This design comes from an exercise in tuning for small area, a short achievable clock period and few clock cycles per item on the open sky130 flow, not from production work. Function was not checked in any run shown here: the RTL went through the layout flow alone. No activity file was given, so power comes from the tool's default toggle rates.

==> design/flow/design.v <==
module crsf_parser (
    input  wire       clk,
    input  wire       rst,         
    input  wire       in_valid,
    output wire       in_ready,
    input  wire [7:0] in_data,
    input  wire       in_last,     
    output wire       out_valid,
    input  wire       out_ready,
    output wire [7:0] out_data,
    output wire       out_last,    
    output wire       st_valid,
    output wire [7:0] st_aux,      
    output wire [5:0] st_level     
);
    localparam QD = 4;             
    function automatic [7:0] crc8_step(input [7:0] c, input [7:0] b);
        integer i;
        reg [7:0] v;
        begin
            v = c ^ b;
            for (i = 0; i < 8; i = i + 1)
                v = v[7] ? ((v << 1) ^ 8'hD5) : (v << 1);
            crc8_step = v;
        end
    endfunction
    function automatic is_sync(input [7:0] b);
        is_sync = (b == 8'hC8) || (b == 8'hEA) || (b == 8'hEC) || (b == 8'hEE);
    endfunction
    function automatic [7:0] sync_byte(input [1:0] code);
        sync_byte = {2'b11, code != 2'd0, 2'b01, code, 1'b0};
    endfunction
    reg  [7:0] mem [0:63];
    reg        rdy;
    reg  [5:0] wptr;         
    reg  [5:0] cptr;         
    reg  [5:0] rptr;         
    reg  [5:0] lvl;          
    reg  [1:0] scode;        
    reg  [5:0] flen;         
    reg  [7:0] crc;          
    reg        bad;          
    reg        cmp;          
    reg        c_open;
    reg        c_seen;
    reg        c_drop;
    reg        push_d;       
    reg  [2:0] qn;
    reg  [1:0] q_fl  [0:QD-1];     
    reg  [5:0] q_lvl [0:QD-1];
    reg  [5:0] q_mrk [0:QD-1];
    integer    qi;
    reg        st_q;
    reg  [1:0] st_fl;
    reg  [5:0] st_lvl;
    reg  [5:0] st_nf;
    reg  [5:0] o_nf;         
    localparam K_SYNC = 2'd0, K_LEN = 2'd1, K_BODY = 2'd2;
    reg  [1:0] i_ph;         
    reg  [5:0] i_rem;        
    reg  [7:0] g [0:3];      
    reg  [1:0] gsel;
    reg        gv;           
    reg  [1:0] gk;           
    reg        gl;           
    reg        ov, sv;
    reg  [7:0] od, sd;
    reg        ol, sl;
    integer    gj;
    wire       in_take = in_valid && rdy;
    wire       x_sync  = is_sync(in_data);
    wire       x_lenok = (in_data >= 8'd2) && (in_data <= 8'd62);
    wire       x_ok    = (in_data == crc) && !bad;
    wire       lvl0    = (lvl == 6'd0);
    wire       lvl1    = (lvl == 6'd1);
    wire [5:0] wptr_p1 = wptr + 6'd1;
    reg  [5:0] wptr_n, cptr_n;
    reg  [5:0] lvl_n;
    reg        drop_n;       
    always @(*) begin
        wptr_n = wptr;
        cptr_n = cptr;
        lvl_n  = lvl;
        drop_n = 1'b0;
        if (lvl0) begin
            if (x_sync)
                lvl_n  = 6'd1;
            else
                drop_n = 1'b1;
        end else if (lvl1) begin
            if (x_lenok) begin
                wptr_n = wptr_p1;
                lvl_n  = 6'd2;
            end else begin
                drop_n = 1'b1;
                if (!x_sync)
                    lvl_n = 6'd0;
            end
        end else begin
            wptr_n = wptr_p1;
            lvl_n  = lvl + 6'd1;
            if (cmp) begin
                lvl_n = 6'd0;
                if (x_ok) begin
                    cptr_n = wptr_p1;
                end else begin
                    drop_n = 1'b1;
                    wptr_n = cptr;
                end
            end
        end
    end
    wire       seen_n  = c_open ? (c_seen | x_sync) : (!lvl0 | x_sync);
    wire       cdrop_n = (c_open && c_drop) | drop_n;
    wire       push    = in_take && in_last;
    wire       q_at   = (qn != 3'd0) && (rptr == q_mrk[0]) && (i_ph == K_SYNC);
    wire       q_at2  = (qn > 3'd1) && (rptr == q_mrk[1]);
    wire       st_set = q_at && !gv && !sv && (!ov || out_ready);
    wire       q_blk  = q_at && (!st_set || q_at2);
    wire       avail  = (i_ph != K_SYNC) || ((rptr != cptr) && !q_blk);
    wire       room   = !ov || (!sv && !gv) || (out_ready && !(sv && gv));
    wire       issue  = avail && room;
    wire       take   = ov && out_ready;
    wire [7:0] rd     = g[gsel];
    wire [7:0] land   = (gk == K_SYNC) ? sync_byte(rd[7:6]) :
                        (gk == K_LEN)  ? {2'b00, rd[5:0]} : rd;
    wire [5:0] occ    = wptr - rptr;
    wire [2:0] q_cnt  = qn + {2'd0, push_d} - {2'd0, st_set};
    assign in_ready  = rdy;
    assign out_valid = ov;
    assign out_data  = od;
    assign out_last  = ol;
    assign st_valid  = st_q;
    assign st_aux    = {st_fl, st_nf};
    assign st_level  = st_lvl;
    always @(posedge clk) begin
        if (rdy)
            mem[wptr] <= lvl1 ? {scode, in_data[5:0]} : in_data;
        if (in_take) begin
            if (lvl1) begin
                flen <= in_data[5:0];
                crc  <= 8'h00;
            end else
                crc  <= crc8_step(crc, in_data);
            if (lvl == 6'd2)
                bad <= (in_data >= 8'h28) && (flen < 6'd4);
            if (x_sync)
                scode <= in_data[2:1];
        end
        for (gj = 0; gj < 4; gj = gj + 1)
            g[gj] <= mem[{gj[1:0], rptr[3:0]}];
        gsel <= rptr[5:4];
        gk   <= i_ph;
        gl   <= (i_ph == K_BODY) && (i_rem == 6'd1);
        if (issue && i_ph == K_LEN)
            i_rem <= rd[5:0];
        else if (issue && i_ph == K_BODY)
            i_rem <= i_rem - 6'd1;
        if (take && sv) begin
            od <= sd;
            ol <= sl;
        end else if (!ov || take) begin
            od <= land;
            ol <= gl;
        end
        if (gv && ov && !(take && !sv)) begin
            sd <= land;
            sl <= gl;
        end
        for (qi = 0; qi < QD; qi = qi + 1) begin
            if (st_set && qi < QD - 1) begin
                q_fl[qi]  <= q_fl[qi+1];
                q_lvl[qi] <= q_lvl[qi+1];
                q_mrk[qi] <= q_mrk[qi+1];
            end
            if (push_d && qi == qn - {2'd0, st_set}) begin
                q_fl[qi]  <= {~c_seen, c_drop};
                q_lvl[qi] <= lvl;
                q_mrk[qi] <= cptr;
            end
        end
        if (st_set) begin
            st_fl  <= q_fl[0];
            st_lvl <= q_lvl[0];
            st_nf  <= o_nf;
        end
        if (rst) begin
            rdy    <= 1'b0;
            wptr   <= 6'd0;
            cptr   <= 6'd0;
            rptr   <= 6'd0;
            lvl    <= 6'd0;
            cmp    <= 1'b0;
            c_open <= 1'b0;
            push_d <= 1'b0;
            qn     <= 3'd0;
            st_q   <= 1'b0;
            o_nf   <= 6'd0;
            ov     <= 1'b0;
            sv     <= 1'b0;
            gv     <= 1'b0;
            i_ph   <= K_SYNC;
        end else begin
            push_d <= push;
            rdy <= (in_take ? (occ <= 6'd61) : (occ <= 6'd62)) &&
                   (push ? (q_cnt < QD - 1) : (q_cnt < QD));
            if (in_take) begin
                wptr   <= wptr_n;
                cptr   <= cptr_n;
                lvl    <= lvl_n;
                cmp    <= !lvl1 && (lvl == flen);
                c_open <= !in_last;
                c_seen <= seen_n;
                c_drop <= cdrop_n;
            end
            qn   <= q_cnt;
            st_q <= st_set;
            gv <= issue;
            if (issue) begin
                if (i_ph != K_SYNC)
                    rptr <= rptr + 6'd1;
                i_ph <= (i_ph == K_SYNC) ? K_LEN :
                        (i_ph == K_LEN)  ? K_BODY :
                        (i_rem == 6'd1)  ? K_SYNC : K_BODY;
            end
            if (st_set)
                o_nf <= {5'd0, issue && i_ph == K_SYNC};
            else if (issue && i_ph == K_SYNC && o_nf != 6'd63)
                o_nf <= o_nf + 6'd1;
            if (take && sv)
                sv <= gv;
            else if (!ov || take)
                ov <= gv;
            else if (gv)
                sv <= 1'b1;
        end
    end
endmodule
==> design/flow/run.sh <==
#!/bin/bash
# synth_recipe.tcl (not shown) runs the flow's synth.tcl, then flattens the netlist and writes it again
# the make line also repeats each setting of config.mk as NAME=value (left out here)
make -C /OpenROAD-flow-scripts/flow DESIGN_CONFIG=/design/flow/config.mk WORK_HOME=/design/flow/orfs CLKGATE_MAP_FILE= SYNTH_SCRIPT=/design/flow/synth_recipe.tcl finish
==> design/flow/config.mk <==
export PLATFORM = sky130hd
export DESIGN_NAME = crsf_parser
export DESIGN_NICKNAME = crsf_parser
export VERILOG_FILES = /design/flow/design.v
export SDC_FILE = /design/flow/constraint.sdc
export NUM_CORES = 4
export LEC_CHECK = 0
export ABC_CLOCK_PERIOD_IN_PS = 2100
export CAP_MARGIN = 20
export CORE_MARGIN = 2
export CORE_UTILIZATION = 40
export CTS_BUF_LIST = sky130_fd_sc_hd__clkbuf_8 sky130_fd_sc_hd__clkbuf_16
export CTS_CLUSTER_DIAMETER = 300
export CTS_CLUSTER_SIZE = 28
export SETUP_SLACK_MARGIN = 2.9
export SLEW_MARGIN = 20
==> design/flow/constraint.sdc <==
create_clock -name core_clock -period 5.0 [get_ports {clk}]
set_input_delay 1.0000 -clock core_clock [delete_from_list [all_inputs] [get_ports {clk}]]
set_output_delay 1.0000 -clock core_clock [all_outputs]
set_load 0.01 [all_outputs]
==> results of run 1 <==
[report_power, final]
part | leakage, nW | internal (W) | total, W | switching (W)
Clock | 0.496 | 0.00108 | 0.00283 | 0.00175
Sequential | 6.27 | 0.00666 | 0.00677 | 0.000118
Combinational | 3.61 | 0.00167 | 0.00311 | 0.00144
Total | 10.4 | 0.00941 | 0.0127 | 0.00330
[area by class of cell]
type | count | area [µm²] | area share, %
Sequential cell | 705 | 20420 | 61.33
Inverter | 27 | 121.4 | 0.3645
Clock buffer | 29 | 725.7 | 2.180
Tap cell | 931 | 1165 | 3.499
Clock inverter | 25 | 125.1 | 0.3758
Multi-Input combinational cell | 698 | 8640 | 25.95
Timing Repair Buffer | 177 | 2098 | 6.302
[per-stage QoR]
stage	utilization, %	instances	worst slack [ns]
after floorplan	-	1485	1.722
after global placement	43.23	2410	0.8371
after detailed placement	43.23	2410	0.7839
after CTS	47.35	2561	2.407
after global routing	48.38	2592	2.272
final	48.38	2592	2.388
[state kept, by name, indices dropped and copies added, names as in the netlist, 3 cells and up]
signal	count
cptr	6
crc	8
flen	6
g	32
i_rem	6
lvl	6
mem	512
o_nf	6
od	8
q_fl	8
q_lvl	24
q_mrk	24
qn	3
rptr	6
sd	8
st_lvl	6
st_nf	6
wptr	6
[kinds of logic after synthesis]
| group | after synthesis |
|---|---|
| compound gates | 80 |
| xor+xnor | 70 |
| fa+ha+maj | 22 |
| buf+inv | 96 |
| flops | 705 |
| mux | 223 |
| simple gates | 289 |
[metal layers]
layer	routed length, µm	global-route usage (%)
met1	28590	25.42
met2	32660	29.78
met3	3982	2.951
met4	1352	3.156
met5	12	0
[path summary, 6_finish.rpt]
kind,from,end,slack (ns)
setup / recovery,q_mrk[0][5]$_DFFE_PP_,q_lvl[0][3]$_DFFE_PP_,2.39
hold / removal,i_ph[1]$_SDFFE_PP0P_,gk[1]$_DFF_P_,0.40
setup reg to reg,q_mrk[0][5]$_DFFE_PP_,q_lvl[0][3]$_DFFE_PP_,2.39
hold reg to reg,i_ph[1]$_SDFFE_PP0P_,gk[1]$_DFF_P_,0.40
[layout by cell type, fill, tap and decap left out, drive strengths merged, types with 4 or more instances in the layout]
| master | n |
|---|---|
| nand2b | 6 |
| o31ai | 5 |
| edfxtp | 625 |
| buf | 169 |
| a211oi | 8 |
| nand3 | 27 |
| and3 | 10 |
| xor2 | 37 |
| a21boi | 4 |
| dfxtp | 80 |
| mux2i | 9 |
| xnor2 | 33 |
| or4 | 5 |
| or3 | 4 |
| nor3 | 20 |
| nor2b | 9 |
| a21oi | 20 |
| o21ai | 24 |
| nand2 | 66 |
| nand4 | 6 |
| ha | 20 |
| nor2 | 127 |
| mux2 | 46 |
| mux4 | 168 |
| a21o | 6 |
| inv | 49 |
| a311oi | 5 |
| clkbuf | 33 |
| nor4 | 11 |
[timing repair]
item	4_1_cts	5_1_grt
hold endpoints to repair	0	0
pin swaps	42	25
gates cloned	21	9
setup endpoints to repair	808	679
buffers inserted	76	22
resized for setup	370	72
[critical path, cell delays in order (launching register included)]
cell and delay (ns):
sky130_fd_sc_hd__edfxtp_1 0.39, sky130_fd_sc_hd__xor2_1 0.17, sky130_fd_sc_hd__nor4_4 0.36, sky130_fd_sc_hd__nand3_4 0.12, sky130_fd_sc_hd__clkinvlp_4 0.12, sky130_fd_sc_hd__ha_4 0.15, sky130_fd_sc_hd__ha_4 0.13, sky130_fd_sc_hd__xnor2_2 0.11
sky130_fd_sc_hd__nand3_2 0.13, sky130_fd_sc_hd__nor2_4 0.14, sky130_fd_sc_hd__buf_12 0.15, sky130_fd_sc_hd__nand2_8 0.09, sky130_fd_sc_hd__mux2_2 0.29
==> key figures, run 1 <==
Outcome
  • Result of the run: complete, no violations

GRT
  • Antenna violations before repair: 1
  • Number of global-route vias before repair: 14,200
  • Grt total ovfl: 0
  • Overall track demand over capacity in global routing: 17.97%
  • First-pass GRT wire length: 94,580 µm
  • Largest net degree at the start of global routing: 68

STA
  • Top achievable clock speed: 0.3829 GHz
  • Post-route setup TNS: 0 ns
  • Number of failing setup endpoints in the final timing report: 0
  • Number of hold-slack violations in the final timing report: 0
  • Final Hold Slack: 0.3972 ns
  • Worst-margin pin slew: 0.8830 ns
  • Final Max Slew Viols: 0
  • RSZ-0062 raised after global routing: true
  • Max-slew headroom: 41.14%
  • Final worst-path cycle share: 52.23%
  • Min cycle time layout: 2.612 ns
  • Worst clock skew on the final layout: 0.03139 ns

Hold path
  • HP Class: reg2reg
  • Hold path depth: 0

Yosys
  • Post-synth EDFFs: 625
  • Post-Synth XOR/XNOR Area: 2.194%
  • Mean instance size in the synthesized netlist: 18.82 µm²
  • Area share of fa/ha/maj cells after synthesis: 1.039%
  • Sequential share of the synthesized area: 72.89%
  • Yosys reg bits: 705
  • Synth top cells by count: sky130_fd_sc_hd__edfxtp_1 (625), sky130_fd_sc_hd__mux4_2 (168), sky130_fd_sc_hd__nor2_1 (125), sky130_fd_sc_hd__dfxtp_1 (80), sky130_fd_sc_hd__nand2_1 (57)
  • Compound-gate portion of the synthesized area: 1.854%
  • Combinational family with the most area after synthesis: multiplexers
  • Dominant cell type by area after synthesis: sky130_fd_sc_hd__edfxtp_1
  • Post-synthesis net count: 1,520
  • Synth Area in Simple Gates: 4.849%
  • Total number of yosys warnings: 5
  • Cells taking the most area after synthesis: sky130_fd_sc_hd__edfxtp_1 (67%), sky130_fd_sc_hd__mux4_2 (14%), sky130_fd_sc_hd__dfxtp_1 (5.7%)
  • Count of cell types in the netlist: 55
  • Share of synthesized flip-flops with an asynchronous set or reset: 0%
  • Proportion of netlist area held by the largest area contributor: 67.16%
  • Total standard cell area after synthesis: 27,950 µm²
  • Count leader, synth: sky130_fd_sc_hd__edfxtp_1
  • Mux contribution to synthesized area: 15.74%
  • Post-Syn Instances: 1,485
  • Primary FF master, synth: sky130_fd_sc_hd__edfxtp_1

CTS
  • Latest clock arrival within the worst-skew pair: 0.64 ns
  • Clock-pin slew reported for the worst setup and hold paths after clock tree synthesis: 0.12 ns
  • CTS Sinks: 705
  • Level count of the clock H-tree: 1
  • Root buffer cell: sky130_fd_sc_hd__clkbuf_16
  • Number of buffers inserted by hold repair at cts: 0
  • TritonCTS clock tree: built
  • Clock buffer depth: 3
  • Clock buffers created by TritonCTS: 29

Die
  • Initial cell density of the core: 40.60%
  • Die Y-Extent: 268.3 µm
  • Number of placed I/O pins: 39
  • Width of the chip: 268.3 µm
  • Placeable core region: 68,830 µm²
  • Number of rows created at floorplan: 96
  • Area of the die: 71,990 µm²

Power and ir drop
  • Total power: 0.01271 W
  • Standby leakage power: 10.38 nW
  • Pwr/cell area: 381.9 nW/µm²
  • Worst ir drop on vdd: 248.8 µV

Place
  • Gpl congestion: 0.7482
  • Count of port buffers added during placement: 38
  • Detailed placement HPWL: 37,800 µm
  • Placed inst area: 29,750 µm²

Worst setup path
  • Critical path arrival: 2.98 ns
  • Data required, critical path: 5.37 ns
  • CP Max Fanout: 9
  • R2R depth: 12
  • Endpoint type of the worst setup path: register
  • WS Path Type: reg2reg
  • Startpoint type of the worst setup path: register

Run
  • Count of maximum capacitance violations: 0

Drt
  • Mean routed wirelength per cell: 25.69 µm
  • Wirelength, routed: 66,590 µm
  • Violation count after the first detailed-route iteration: 1,367
  • First-pass iteration count of the detailed router: 7
  • Routed via count divided by cell count: 5.510
  • Total vias in the final route: 14,280
  • Remaining DRCs: 0
  • Post-route ant nets: 0

Layout
  • Number of filler cells placed in the layout: 5,539
  • Total Nets Final: 1,673
  • Signed area change from the synthesized netlist to the final layout: 19.14%
  • Layout cell share with drive strength beyond 1: 37.57%
  • Post-route cell area: 33,300 µm²
  • Antenna cell count: 0
==> run 2: changes to the inputs <==
--- a/design/flow/config.mk
+++ b/design/flow/config.mk
@@ -6,5 +6,5 @@
 export NUM_CORES = 4
 export LEC_CHECK = 0
-export ABC_CLOCK_PERIOD_IN_PS = 2100
+export ABC_CLOCK_PERIOD_IN_PS = 2400
 export CAP_MARGIN = 20
 export CORE_MARGIN = 2
@@ -13,4 +13,4 @@
 export CTS_CLUSTER_DIAMETER = 300
 export CTS_CLUSTER_SIZE = 28
-export SETUP_SLACK_MARGIN = 2.9
+export SETUP_SLACK_MARGIN = 2.6
 export SLEW_MARGIN = 20
==> run 2 against run 1 <==
Still clean. Combinational power shrank 27%. Cell area shrank 5.6%. Sequential power is essentially flat. Clock skew shrank 0.0013 ns. Core utilization shrank 2.7 points. Clock-buffer cell count is the same. Total power shrank 6.6%. Flip-flop and latch count is the same. Global-route usage shrank 0.92 points. Fmax shrank 4.6%. Synthesized area is the same. Critical endpoint is now q_fl[1][0]$_DFFE_PP_.
==> key figures, run 2 <==
Worst setup path
  • Crit Reg-Reg Startpoint: q_mrk[0][5]$_DFFE_PP_
  • Startpoint type of the worst setup path: register
  • End of the worst register-to-register path: q_fl[1][0]$_DFFE_PP_
  • R2R depth: 12
  • Critical path cell sequence: xor2_2, nor4_4, nand3_4, clkinvlp_4, ha_4, ha_4, xnor2_2, nand3_2, nor2_4, buf_12, nand2_8, mux2_4
  • Endpoint type of the worst setup path: register
  • Data required, critical path: 5.37 ns
  • WS Path Type: reg2reg
  • CP Max Fanout: 8
  • Cell at the slowest stage of the critical path: sky130_fd_sc_hd__edfxtp_1
  • Register-to-register setup slack: 2.26 ns
  • Critical Path Most Common Cell: sky130_fd_sc_hd__ha_4
  • Worst Setup EP: q_fl[1][0]$_DFFE_PP_
  • Critical path arrival: 3.11 ns
  • Critical path startpoint: q_mrk[0][5]$_DFFE_PP_
  • Largest stage delay, worst path: 0.45 ns

Power and ir drop
  • NetSw: 0.002998 W
  • Internal power component: 0.008874 W
  • Comb pwr share: 19.2%
  • Standby leakage power: 9.639 nW
  • Worst ir drop on vdd: 275.2 µV
  • Pwr/cell area: 377.6 nW/µm²
  • Fraction of power spent switching nets: 25.25%
  • Share of total power in the clock network: 23.7%
  • Share of power burned in registers: 57.1%

Yosys
  • Total standard cell area after synthesis: 27,950 µm²
  • Share of synthesized flip-flops with an asynchronous set or reset: 0%
  • Total number of yosys warnings: 5
  • Synth top cells by count: sky130_fd_sc_hd__edfxtp_1 (625), sky130_fd_sc_hd__mux4_2 (168), sky130_fd_sc_hd__nor2_1 (125), sky130_fd_sc_hd__dfxtp_1 (80), sky130_fd_sc_hd__nand2_1 (57)
  • Post-synthesis net count: 1,520
  • Proportion of netlist area held by the largest area contributor: 67.16%
  • Count leader, synth: sky130_fd_sc_hd__edfxtp_1
  • Primary FF master, synth: sky130_fd_sc_hd__edfxtp_1
  • Cells taking the most area after synthesis: sky130_fd_sc_hd__edfxtp_1 (67%), sky130_fd_sc_hd__mux4_2 (14%), sky130_fd_sc_hd__dfxtp_1 (5.7%)
  • Sequential share of the synthesized area: 72.89%
  • Post-Syn Instances: 1,485
  • Post-synth EDFFs: 625
  • Mean instance size in the synthesized netlist: 18.82 µm²
  • Yosys reg bits: 705
  • Dominant cell type by area after synthesis: sky130_fd_sc_hd__edfxtp_1
  • Count of cell types in the netlist: 55

STA
  • Number of hold-slack violations in the final timing report: 0
  • Number of failing setup endpoints in the final timing report: 0
  • RSZ-0062 raised after global routing: true
  • Top achievable clock speed: 0.3654 GHz
  • Final setup slack of the worst path: 2.263 ns
  • Worst-margin pin slew: 0.7006 ns
  • Final Max Slew Viols: 0
  • Min cycle time layout: 2.737 ns
  • Worst clock skew on the final layout: 0.03005 ns
  • Final worst-path cycle share: 54.74%
  • Post-route setup TNS: 0 ns
  • Max-slew headroom: 53.12%

Layout
  • Layout Utilization: 45.68%
  • Flip-flop count of the largest register, all copies and words added: 512
  • Non-filler instance count after layout: 2,499
  • Largest reg by FF count: mem
  • Largest registers: mem: 512 flops, g: 32 flops
  • Layout cell share with drive strength beyond 1: 28.44%
  • Most frequent cells in the layout: sky130_fd_sc_hd__edfxtp_1 (625), sky130_fd_sc_hd__mux4_2 (168), sky130_fd_sc_hd__nor2_1 (69)
  • Antenna cell count: 0
  • Total Nets Final: 1,580
  • Signed area change from the synthesized netlist to the final layout: 12.51%
  • Most frequent standard cell in the layout excluding fill and tap cells: sky130_fd_sc_hd__edfxtp_1

CTS
  • Latest clock arrival within the worst-skew pair: 0.62 ns
  • Level count of the clock H-tree: 1
  • Clock buffers created by TritonCTS: 29
  • Clock-pin slew reported for the worst setup and hold paths after clock tree synthesis: 0.11 ns
  • CTS Sinks: 705
  • Clock buffer depth: 3
  • Root buffer cell: sky130_fd_sc_hd__clkbuf_16
  • Number of buffers inserted by hold repair at cts: 0
  • TritonCTS clock tree: built

Place
  • Worst-case setup slack after placement: 0.8157 ns
  • Gpl congestion: 0.7772
  • Detailed placement HPWL: 37,490 µm
  • Count of port buffers added during placement: 38
  • Placed cell count: 2,412

Drt
  • Total vias in the final route: 13,450
  • Wirelength, routed: 60,860 µm
  • First-pass iteration count of the detailed router: 8
  • Post-route ant nets: 0
  • Routed via count divided by cell count: 5.383
  • Remaining DRCs: 0
  • Mean routed wirelength per cell: 24.35 µm
  • Violation count after the first detailed-route iteration: 1,132

Die
  • Die Y-Extent: 268.3 µm
  • Number of rows created at floorplan: 96
  • Placeable core region: 68,830 µm²
  • Area of the die: 71,990 µm²
  • Width of the chip: 268.3 µm
  • Initial cell density of the core: 40.60%
  • Number of placed I/O pins: 39

GRT
  • Number of global-route vias before repair: 13,530
  • Grt total ovfl: 0
  • Antenna violations before repair: 2
  • Largest net degree at the start of global routing: 67
  • Overall track demand over capacity in global routing: 17.04%
  • First-pass GRT wire length: 90,620 µm

Hold path
  • HP Class: reg2reg

Outcome
  • Result of the run: complete, no violations

Run
  • Count of maximum capacitance violations: 0
[run 2: power by group through the flow]
stage	sequential, W	combinational, W	clock (W)
3_3_place_gp	0.00690	0.00214	0
4_1_cts	0.00677	0.00229	0.00289
2_1_floorplan	0.00687	0.00160	0
6_report	0.00677	0.00228	0.00282
5_1_grt	0.00680	0.00250	0.00308
3_5_place_dp	0.00690	0.00216	0
[run 2: worst min-delay path by stage]
stage / from / endpoint / depth (start not counted)
4_1_cts: i_ph[1]$_SDFFE_PP0P_ / gk[1]$_DFF_P_ / 0
3_3_place_gp: i_ph[1]$_SDFFE_PP0P_ / gk[1]$_DFF_P_ / 0
2_1_floorplan: rptr[5]$_SDFFE_PP0P_ / gsel[1]$_DFF_P_ / 0
6_report: i_ph[1]$_SDFFE_PP0P_ / gk[1]$_DFF_P_ / 0
5_1_grt: i_ph[1]$_SDFFE_PP0P_ / gk[1]$_DFF_P_ / 0
3_5_place_dp: i_ph[1]$_SDFFE_PP0P_ / gk[1]$_DFF_P_ / 0
[run 2: logic make-up (layout without fill, tap and decap cells)]
family,count (synthesis),after routing,synth area share (%)
compound gates,80,80,1.854
buf+inv,96,172,1.433
flops,705,705,72.89
simple gates,289,296,4.849
xor+xnor,70,70,2.194
fa+ha+maj,22,22,1.039
mux,223,223,15.74
[run 2: through the flow]
step	cell area (µm²)	power, W	hold WS, ns
2_1_floorplan	28190	0.008471	0.3258
3_3_place_gp	29600	0.009041	0.3957
3_5_place_dp	29600	0.009060	0.4050
4_1_cts	31040	0.01196	0.4283
5_1_grt	31440	0.01237	0.4191
6_report	31440	0.01187	0.4070
[run 2: cell type report]
| cell class | instances | area [µm²] |
|---|---|---|
| well taps | 931 | 1165 |
| fillers | 5844 | 37380 |
| multi-input cells | 691 | 7976 |
| repair buffers | 91 | 922.1 |
| clock inverters | 25 | 125.1 |
| clock buffers | 29 | 725.7 |
| flip-flops and latches | 705 | 20400 |
| inverters | 27 | 131.4 |
[run 2: worst max-delay path, delay by kind of cell (launching register included)]
kind                       cells  cell delay [ns]
muxes                          1             0.30
DFF                            1             0.45
buffers and inverters          2             0.28
adders and majority gates      2             0.28
xor gates and xnor gates       2             0.29
and+or+nand+nor                5             0.89
[run 2: what timing repair did]
action | in CTS | in global routing
pin swaps | 16 | 14
resized for setup | 131 | 70
setup endpoints to repair | 708 | 497
buffers inserted | 13 | 9
gates cloned | 7 | 4
[run 2: per-layer routing]
metal	GRT usage, %	share of wire, %
met5	0	0
met4	2.355	1.2
met3	1.878	4.0
met2	28.17	49
met1	25.07	46
==> run 3: changes to the inputs <==
--- a/design/flow/design.v
+++ b/design/flow/design.v
@@ -46,9 +46,12 @@
     reg        c_drop;
     reg        push_d;       
-    reg  [2:0] qn;
-    reg  [1:0] q_fl  [0:QD-1];     
-    reg  [5:0] q_lvl [0:QD-1];
-    reg  [5:0] q_mrk [0:QD-1];
-    integer    qi;
+    reg        hv;
+    reg  [1:0] h_fl;         
+    reg  [5:0] h_lvl;
+    reg  [5:0] h_mrk;
+    reg  [1:0] bn, br, bw;
+    reg  [1:0] b_fl  [0:QD-2];
+    reg  [5:0] b_lvl [0:QD-2];
+    reg  [5:0] b_mrk [0:QD-2];
     reg        st_q;
     reg  [1:0] st_fl;
@@ -114,7 +117,7 @@
     wire       cdrop_n = (c_open && c_drop) | drop_n;
     wire       push    = in_take && in_last;
-    wire       q_at   = (qn != 3'd0) && (rptr == q_mrk[0]) && (i_ph == K_SYNC);
-    wire       q_at2  = (qn > 3'd1) && (rptr == q_mrk[1]);
+    wire       q_at   = hv && (rptr == h_mrk) && (i_ph == K_SYNC);
     wire       st_set = q_at && !gv && !sv && (!ov || out_ready);
+    wire       q_at2  = (bn != 2'd0) ? (rptr == b_mrk[br]) : (push_d && rptr == cptr);
     wire       q_blk  = q_at && (!st_set || q_at2);
     wire       avail  = (i_ph != K_SYNC) || ((rptr != cptr) && !q_blk);
@@ -126,5 +129,5 @@
                         (gk == K_LEN)  ? {2'b00, rd[5:0]} : rd;
     wire [5:0] occ    = wptr - rptr;
-    wire [2:0] q_cnt  = qn + {2'd0, push_d} - {2'd0, st_set};
+    wire [2:0] q_cnt  = {2'd0, hv} + {1'b0, bn} + {2'd0, push_d} - {2'd0, st_set};
     assign in_ready  = rdy;
     assign out_valid = ov;
@@ -168,19 +171,23 @@
             sl <= gl;
         end
-        for (qi = 0; qi < QD; qi = qi + 1) begin
-            if (st_set && qi < QD - 1) begin
-                q_fl[qi]  <= q_fl[qi+1];
-                q_lvl[qi] <= q_lvl[qi+1];
-                q_mrk[qi] <= q_mrk[qi+1];
-            end
-            if (push_d && qi == qn - {2'd0, st_set}) begin
-                q_fl[qi]  <= {~c_seen, c_drop};
-                q_lvl[qi] <= lvl;
-                q_mrk[qi] <= cptr;
+        if (push_d && hv) begin
+            b_fl[bw]  <= {~c_seen, c_drop};
+            b_lvl[bw] <= lvl;
+            b_mrk[bw] <= cptr;
+        end
+        if (st_set || !hv) begin
+            if (bn != 2'd0) begin
+                h_fl  <= b_fl[br];
+                h_lvl <= b_lvl[br];
+                h_mrk <= b_mrk[br];
+            end else begin
+                h_fl  <= {~c_seen, c_drop};
+                h_lvl <= lvl;
+                h_mrk <= cptr;
             end
         end
         if (st_set) begin
-            st_fl  <= q_fl[0];
-            st_lvl <= q_lvl[0];
+            st_fl  <= h_fl;
+            st_lvl <= h_lvl;
             st_nf  <= o_nf;
         end
@@ -194,5 +201,8 @@
             c_open <= 1'b0;
             push_d <= 1'b0;
-            qn     <= 3'd0;
+            hv     <= 1'b0;
+            bn     <= 2'd0;
+            br     <= 2'd0;
+            bw     <= 2'd0;
             st_q   <= 1'b0;
             o_nf   <= 6'd0;
@@ -214,5 +224,12 @@
                 c_drop <= cdrop_n;
             end
-            qn   <= q_cnt;
+            if (st_set || !hv)
+                hv <= (bn != 2'd0) || push_d;
+            if (push_d && hv && !(st_set && bn == 2'd0))
+                bw <= (bw == QD - 2) ? 2'd0 : bw + 2'd1;
+            if ((st_set || !hv) && bn != 2'd0)
+                br <= (br == QD - 2) ? 2'd0 : br + 2'd1;
+            bn <= bn + {1'b0, push_d && hv && !(st_set && bn == 2'd0)}
+                     - {1'b0, (st_set || !hv) && bn != 2'd0};
             st_q <= st_set;
             gv <= issue;
--- a/design/flow/config.mk
+++ b/design/flow/config.mk
@@ -6,5 +6,5 @@
 export NUM_CORES = 4
 export LEC_CHECK = 0
-export ABC_CLOCK_PERIOD_IN_PS = 2400
+export ABC_CLOCK_PERIOD_IN_PS = 2100
 export CAP_MARGIN = 20
 export CORE_MARGIN = 2
@@ -13,4 +13,4 @@
 export CTS_CLUSTER_DIAMETER = 300
 export CTS_CLUSTER_SIZE = 28
-export SETUP_SLACK_MARGIN = 2.6
+export SETUP_SLACK_MARGIN = 2.9
 export SLEW_MARGIN = 20
==> run 3 against run 2 <==
Setup slack improved by 0.15 ns. Synthesized area increased by 0.87%. Sequential power increased by 3.7%. Die area increased by 0.86%. Synthesized cell count increased by 3.8%. Sequential share of layout area decreased by 2.9 points. Fmax increased by 5.9%. Clock power about the same. Critical path type unchanged. Largest power group unchanged.
==> key figures, run 3 <==
Outcome
  • Result of the run: complete, no violations

Layout
  • Layout Utilization: 47.41%
  • Layout cell share with drive strength beyond 1: 32.60%
  • Antenna cell count: 0
  • Largest registers: mem: 512 flops, g: 32 flops
  • Most frequent cells in the layout: sky130_fd_sc_hd__edfxtp_1 (625), sky130_fd_sc_hd__mux4_2 (168), sky130_fd_sc_hd__nor2_1 (75)
  • Most frequent standard cell in the layout excluding fill and tap cells: sky130_fd_sc_hd__edfxtp_1
  • Post-route cell area: 33,140 µm²
  • Flip-flop count of the largest register, all copies and words added: 512
  • Signed area change from the synthesized netlist to the final layout: 17.58%
  • Total Nets Final: 1,702
  • Largest reg by FF count: mem

CTS
  • Level count of the clock H-tree: 1
  • Number of buffers inserted by hold repair at cts: 0
  • Clock buffers created by TritonCTS: 29
  • CTS Sinks: 711
  • Clock-pin slew reported for the worst setup and hold paths after clock tree synthesis: 0.11 ns
  • Root buffer cell: sky130_fd_sc_hd__clkbuf_16
  • Latest clock arrival within the worst-skew pair: 0.62 ns
  • TritonCTS clock tree: built
  • Clock buffer depth: 3

STA
  • RSZ-0062 raised after global routing: true
  • Final worst-path cycle share: 51.70%
  • Max-slew headroom: 43.00%
  • Top achievable clock speed: 0.3869 GHz
  • Number of failing setup endpoints in the final timing report: 0
  • Worst clock skew on the final layout: 0.02464 ns
  • Min cycle time layout: 2.585 ns
  • Worst-margin pin slew: 0.8550 ns
  • Final Max Slew Viols: 0
  • Post-route setup TNS: 0 ns
  • Number of hold-slack violations in the final timing report: 0

Place
  • Count of port buffers added during placement: 38
  • Detailed placement HPWL: 37,260 µm
  • Gpl congestion: 0.7480
  • Placed inst area: 29,920 µm²

Yosys
  • Primary FF master, synth: sky130_fd_sc_hd__edfxtp_1
  • Post-Syn Instances: 1,541
  • Post-synthesis net count: 1,576
  • Cells taking the most area after synthesis: sky130_fd_sc_hd__edfxtp_1 (67%), sky130_fd_sc_hd__mux4_2 (13%), sky130_fd_sc_hd__dfxtp_1 (6.1%)
  • Sequential share of the synthesized area: 72.69%
  • Count leader, synth: sky130_fd_sc_hd__edfxtp_1
  • Post-synth EDFFs: 625
  • Synth top cells by count: sky130_fd_sc_hd__edfxtp_1 (625), sky130_fd_sc_hd__mux4_2 (168), sky130_fd_sc_hd__nor2_1 (137), sky130_fd_sc_hd__dfxtp_1 (86), sky130_fd_sc_hd__nand2_1 (67)
  • Proportion of netlist area held by the largest area contributor: 66.58%
  • Mean instance size in the synthesized netlist: 18.29 µm²
  • Count of cell types in the netlist: 60
  • Total standard cell area after synthesis: 28,190 µm²
  • Share of synthesized flip-flops with an asynchronous set or reset: 0%
  • Total number of yosys warnings: 2
  • Dominant cell type by area after synthesis: sky130_fd_sc_hd__edfxtp_1
  • Yosys reg bits: 711

Drt
  • Mean routed wirelength per cell: 25.06 µm
  • Violation count after the first detailed-route iteration: 1,205
  • Routed via count divided by cell count: 5.465
  • Wirelength, routed: 65,910 µm
  • Total vias in the final route: 14,370
  • Post-route ant nets: 0
  • Remaining DRCs: 0
  • First-pass iteration count of the detailed router: 5

Power and ir drop
  • Total power: 0.01347 W
  • Standby leakage power: 10.26 nW
  • Pwr/cell area: 406.5 nW/µm²
  • Worst ir drop on vdd: 296.8 µV

GRT
  • Overall track demand over capacity in global routing: 17.96%
  • Grt total ovfl: 0
  • Antenna violations before repair: 0
  • Largest net degree at the start of global routing: 66
  • First-pass GRT wire length: 97,600 µm
  • Number of global-route vias before repair: 14,470

Run
  • Count of maximum capacitance violations: 0

Worst setup path
  • Endpoint type of the worst setup path: register
  • R2R depth: 11
  • CP Max Fanout: 2
  • Critical path cell sequence: xor2_2, nor4_2, nand3_2, clkinvlp_4, ha_4, fa_2, inv_2, fa_1, nand2_1, nor3_1, nor4_1
  • Register-to-register setup slack: 2.42 ns
  • Startpoint type of the worst setup path: register
  • End of the worst register-to-register path: rdy$_SDFF_PP0_
  • Data required, critical path: 5.52 ns
  • Critical path arrival: 3.10 ns
  • Largest stage delay, worst path: 0.43 ns
  • Critical path startpoint: h_mrk[3]$_DFFE_PN_
  • Cell at the slowest stage of the critical path: sky130_fd_sc_hd__edfxtp_1
  • WS Path Type: reg2reg
  • Crit Reg-Reg Startpoint: h_mrk[3]$_DFFE_PN_

Hold path
  • HP Class: reg2reg
  • Hold path depth: 0
  • Terminating pin of the worst hold path: gk[1]$_DFF_P_
  • Startpoint of the tightest hold check path: i_ph[1]$_SDFFE_PP0N_

Die
  • Number of placed I/O pins: 39
  • Area of the die: 72,610 µm²
  • Width of the chip: 269.5 µm
  • Number of rows created at floorplan: 97
  • Die Y-Extent: 269.5 µm
  • Initial cell density of the core: 40.32%
  • Placeable core region: 69,910 µm²
==> run 3: cell types whose count changed after synthesis, sizes merged, moves of 6 or more <==
cell and change:
a211o +6, a21oi +17, and2 +7, dfxtp +6, mux2 -37, mux2i +12
nand2 +10, nand4 +6, nor2 +10, xnor2 +15, xor2 -19
==> run 3: per-stage QoR <==
stage | std cells | setup slack, ns | hold slack, ns
floorplan | 1541 | 1.963 | 0.3258
global placement | 2472 | 1.082 | 0.4063
detailed placement | 2472 | 1.007 | 0.4045
CTS | 2605 | 2.321 | 0.4091
global route | 2630 | 2.224 | 0.4196
finish | 2630 | 2.415 | 0.4118
==> run 3: cell type report <==
type,instances,area [µm²]
Clock buffer,29,725.7
Clock inverter,25,115.1
Fill cell,5839,36760
Inverter,27,112.6
Multi-Input combinational cell,733,8407
Sequential cell,711,20550
Tap cell,940,1176
Timing Repair Buffer,165,2061
==> run 3: timing repair <==
action | CTS | global route
pin swaps | 33 | 28
resized for setup | 367 | 65
buffers inserted | 58 | 24
gates cloned | 21 | 1
endpoints found under the setup margin | 783 | 432
==> run 3: power breakdown <==
| part | internal [W] | switching (W) |
|---|---|---|
| combinational | 0.00190 | 0.00171 |
| clock | 0.00108 | 0.00176 |
| sequential | 0.00686 | 0.000169 |
==> run 3: cells by family (layout without fill, tap and decap cells) <==
kind of cell	Yosys count	after routing	share of synthesized area, %
AND/OR/NAND/NOR	327	329	5.553
buffers and inverters	99	246	1.456
adder cells (fa/ha/maj)	23	23	1.092
AO/OA/AOI/OAI	117	117	2.632
XOR/XNOR	66	66	2.051
multiplexers	198	198	14.53
flip-flops	711	711	72.69
==> run 3: worst max-delay path by stage <==
stage                                 to  depth (start not counted)  slack (ns)
final                     rdy$_SDFF_PP0_                         11        2.42
after global routing      rdy$_SDFF_PP0_                         11        2.22
after CTS                 rdy$_SDFF_PP0_                         11        2.32
after detailed placement  rdy$_SDFF_PP0_                         12        1.01
after global placement    rdy$_SDFF_PP0_                         12        1.08
after floorplan           rdy$_SDFF_PP0_                         11        1.96
==> run 3: metal layers <==
metal / global-route usage, % / vias to the layer above / routed length (µm)
li1: - / 6320 / -
met1: 25.03 / 7635 / 27860
met2: 30.64 / 359 / 33560
met3: 2.235 / 59 / 3414
met4: 3.450 / 0 / 1074
met5: 0 / - / 0
==> run 3: worst max-delay path, delay by kind of cell, from the launching register on <==
family | cells | cell delay, ns
xor gates and xnor gates | 1 | 0.17
buffers and inverters | 2 | 0.18
DFF | 1 | 0.43
adders and majority gates | 3 | 0.94
and+or+nand+nor | 5 | 0.74
==> run 4: changes to the inputs <==
--- a/design/flow/config.mk
+++ b/design/flow/config.mk
@@ -6,5 +6,5 @@
 export NUM_CORES = 4
 export LEC_CHECK = 0
-export ABC_CLOCK_PERIOD_IN_PS = 2100
+export ABC_CLOCK_PERIOD_IN_PS = 2400
 export CAP_MARGIN = 20
 export CORE_MARGIN = 2
@@ -13,4 +13,4 @@
 export CTS_CLUSTER_DIAMETER = 300
 export CTS_CLUSTER_SIZE = 28
-export SETUP_SLACK_MARGIN = 2.9
+export SETUP_SLACK_MARGIN = 2.6
 export SLEW_MARGIN = 20
==> run 4 against run 3 <==
Total power shrank 7.2%. Wire length shrank 5.7%. Non-clock buffer count shrank 64. Sequential share of layout area grew 3.4 points. Synthesized area is the same. Core utilization shrank 2.5 points. Highest routed layer is now met5. Still clean on timing, DRC and antenna. Via count shrank 2.5%. Critical path depth is the same. Global-route usage shrank 1.0 points. Clock skew shrank 0.0034 ns. Final cell count shrank 2.5%. Synthesized cell count is the same.
==> key figures, run 4 <==
STA
  • Worst clock skew on the final layout: 0.02129 ns
  • Number of failing setup endpoints in the final timing report: 0
  • Post-route setup TNS: 0 ns
  • Number of hold-slack violations in the final timing report: 0
  • Max-slew headroom: 45.54%
  • RSZ-0062 raised after global routing: true
  • Min cycle time layout: 2.575 ns
  • Final Max Slew Viols: 0
  • Top achievable clock speed: 0.3884 GHz
  • Final worst-path cycle share: 51.50%
  • Worst-margin pin slew: 0.8149 ns

Yosys
  • Count of cell types in the netlist: 60
  • Cells taking the most area after synthesis: sky130_fd_sc_hd__edfxtp_1 (67%), sky130_fd_sc_hd__mux4_2 (13%), sky130_fd_sc_hd__dfxtp_1 (6.1%)
  • Yosys reg bits: 711
  • Count leader, synth: sky130_fd_sc_hd__edfxtp_1
  • Mean instance size in the synthesized netlist: 18.29 µm²
  • Post-synth EDFFs: 625
  • Post-synthesis net count: 1,576
  • Primary FF master, synth: sky130_fd_sc_hd__edfxtp_1
  • Share of synthesized flip-flops with an asynchronous set or reset: 0%
  • Proportion of netlist area held by the largest area contributor: 66.58%
  • Synth top cells by count: sky130_fd_sc_hd__edfxtp_1 (625), sky130_fd_sc_hd__mux4_2 (168), sky130_fd_sc_hd__nor2_1 (137), sky130_fd_sc_hd__dfxtp_1 (86), sky130_fd_sc_hd__nand2_1 (67)
  • Total standard cell area after synthesis: 28,190 µm²
  • Dominant cell type by area after synthesis: sky130_fd_sc_hd__edfxtp_1
  • Sequential share of the synthesized area: 72.69%
  • Post-Syn Instances: 1,541
  • Total number of yosys warnings: 2

Die
  • Initial cell density of the core: 40.32%
  • Placeable core region: 69,910 µm²
  • Area of the die: 72,610 µm²
  • Width of the chip: 269.5 µm
  • Number of placed I/O pins: 39
  • Number of rows created at floorplan: 97
  • Die Y-Extent: 269.5 µm

GRT
  • Antenna violations before repair: 5
  • First-pass GRT wire length: 92,270 µm
  • Number of global-route vias before repair: 13,850
  • Overall track demand over capacity in global routing: 16.94%
  • Largest net degree at the start of global routing: 69
  • Grt total ovfl: 0

CTS
  • CTS Sinks: 711
  • Clock buffers created by TritonCTS: 29
  • TritonCTS clock tree: built
  • Clock buffer depth: 3
  • Level count of the clock H-tree: 1
  • Clock-pin slew reported for the worst setup and hold paths after clock tree synthesis: 0.11 ns
  • Number of buffers inserted by hold repair at cts: 0
  • Latest clock arrival within the worst-skew pair: 0.62 ns
  • Root buffer cell: sky130_fd_sc_hd__clkbuf_16

Drt
  • Remaining DRCs: 0
  • Violation count after the first detailed-route iteration: 1,306
  • Mean routed wirelength per cell: 24.24 µm
  • First-pass iteration count of the detailed router: 5
  • Wirelength, routed: 62,180 µm
  • Routed via count divided by cell count: 5.464
  • Total vias in the final route: 14,020
  • Post-route ant nets: 0

Layout
  • Layout cell share with drive strength beyond 1: 24.75%
  • Flip-flop count of the largest register, all copies and words added: 512
  • Total Nets Final: 1,637
  • Largest registers: mem: 512 flops, g: 32 flops
  • Signed area change from the synthesized netlist to the final layout: 11.33%
  • Most frequent standard cell in the layout excluding fill and tap cells: sky130_fd_sc_hd__edfxtp_1
  • Most frequent cells in the layout: sky130_fd_sc_hd__edfxtp_1 (625), sky130_fd_sc_hd__mux4_2 (168), sky130_fd_sc_hd__nor2_1 (78)
  • Largest reg by FF count: mem
  • Non-filler instance count after layout: 2,565

Worst setup path
  • Critical path cell sequence: xor2_1, nor4_2, nand3_2, clkinvlp_4, ha_4, fa_2, inv_2, fa_1, nand2_1, nor3_1, nor4_1
  • Cell at the slowest stage of the critical path: sky130_fd_sc_hd__dfxtp_4
  • CP Max Fanout: 4
  • Crit path max-delay family: adder cells
  • Number of buffer and inverter stages on the critical path: 2
  • Endpoint type of the worst setup path: register
  • WS Path Type: reg2reg
  • Startpoint type of the worst setup path: register
  • Data required, critical path: 5.53 ns
  • Largest stage delay, worst path: 0.48 ns
  • Critical path arrival: 3.10 ns

Place
  • Gpl congestion: 0.7496
  • Detailed placement HPWL: 38,120 µm
  • Count of port buffers added during placement: 38
  • Placed cell count: 2,476

Power and ir drop
  • Standby leakage power: 9.634 nW
  • Pwr/cell area: 398.4 nW/µm²
  • Worst ir drop on vdd: 274.6 µV
  • Total power: 0.01250 W

Outcome
  • Result of the run: complete, no violations

Hold path
  • HP Class: reg2reg

Run
  • Count of maximum capacitance violations: 0
==> run 4: path summary, 6_finish.rpt <==
kind                        startpoint  slack (ns)  cells past startpoint             end
setup reg to reg  rptr[0]$_SDFFE_PP0P_        2.43                     11  rdy$_SDFF_PP0_
hold / removal    i_ph[0]$_SDFFE_PP0N_        0.40                      0   gk[0]$_DFF_P_
hold reg to reg   i_ph[0]$_SDFFE_PP0N_        0.40                      0   gk[0]$_DFF_P_
setup / recovery  rptr[0]$_SDFFE_PP0P_        2.43                     11  rdy$_SDFF_PP0_
==> run 4: cell families (layout without fill, tap and decap cells) <==
kind of cell | count (synthesis) | after routing | share of synthesized area [%]
AO/OA/AOI/OAI | 117 | 117 | 2.632
AND/OR/NAND/NOR | 327 | 327 | 5.553
buffers and inverters | 99 | 182 | 1.456
adder cells (fa/ha/maj) | 23 | 23 | 1.092
XOR/XNOR | 66 | 66 | 2.051
other | 0 | 1 | 0
flip-flops | 711 | 711 | 72.69
multiplexers | 198 | 198 | 14.53
==> run 4: worst reg2reg max path, stage by stage (launching register included) <==
cell                         delay (ns)
sky130_fd_sc_hd__dfxtp_4           0.48
sky130_fd_sc_hd__xor2_1            0.35
sky130_fd_sc_hd__nor4_2            0.08
sky130_fd_sc_hd__nand3_2           0.12
sky130_fd_sc_hd__clkinvlp_4        0.12
sky130_fd_sc_hd__ha_4              0.25
sky130_fd_sc_hd__fa_2              0.35
sky130_fd_sc_hd__inv_2             0.06
sky130_fd_sc_hd__fa_1              0.41
sky130_fd_sc_hd__nand2_1           0.07
sky130_fd_sc_hd__nor3_1            0.05
sky130_fd_sc_hd__nor4_1            0.15
==> run 4: final cells by class <==
cell class / instances / area (µm²)
flip-flops and latches: 711 / 20530
repair buffers: 101 / 938.4
well taps: 940 / 1176
repair inverters: 1 / 5.005
clock buffers: 29 / 725.7
fillers: 6003 / 38530
diodes: 1 / 2.502
inverters: 27 / 108.9
clock inverters: 24 / 106.4
multi-input cells: 731 / 7791
==> run 4: metal layers <==
metal	GRT usage (%)	part of all wire [%]	vias to the layer above
met5	0	0.021	-
met4	2.763	1.6	2
met3	2.841	6.5	62
met2	26.99	47	381
met1	25.01	44	7383
li1	-	-	6187
==> run 4: timing repair <==
item | in CTS | in global routing
endpoints found under the setup margin | 696 | 468
pin swaps | 7 | 5
setup buffers | 8 | 22
cloned | 3 | 2
gates resized for setup | 131 | 42
hold endpoints to repair | 0 | 0
==> run 4: power breakdown <==
part,total [W],internal (W),switching (W)
logic,0.00267,0.00126,0.00141
registers,0.00702,0.00686,0.000163
clock network,0.00282,0.00108,0.00174
==> run 4: metrics by stage <==
step	worst slack, ns	utilization [%]	cell area, µm²	hold WS [ns]
after floorplan	1.963	-	28300	0.3258
after global placement	1.072	42.61	29790	0.4012
after detailed placement	1.038	42.61	29790	0.4043
final	2.425	44.89	31380	0.4024
after global routing	2.237	44.89	31380	0.4195
after CTS	2.411	44.43	31060	0.4012

==> re-timing with driven ports <==
How much do the figures lean on ideal ports? The routed layouts below were timed once more, with nothing changed but the port constraints. Step 1 assumes that a clkbuf_16 drives the clock port and a buf_2 every other input. Step 2 times the ports against the registers' clock, not the clock port: input delays grow and output delays shrink by t, the midpoint of the rising clock arrivals with the driver on. Three values: ideal, step 1, step 2; two values: the first two.
| run | shift t [ns] | setup WS [ns] | pins driven straight from the clock port |
|---|---|---|---|
| run 1 | 0.682 | 2.388 / 2.388 / 1.772 | 1 |
| run 2 | 0.669 | 2.263 / 2.263 / 1.827 | 1 |
| run 3 | 0.669 | 2.415 / 2.415 / 1.867 | 1 |
| run 4 | 0.669 | 2.425 / 2.425 / 1.946 | 1 |
After both steps setup and hold are still met in every run listed. For run 1, which loses most, drivers alone change the setup slack by 0.000 ns; drivers and shift together by -0.616 ns.
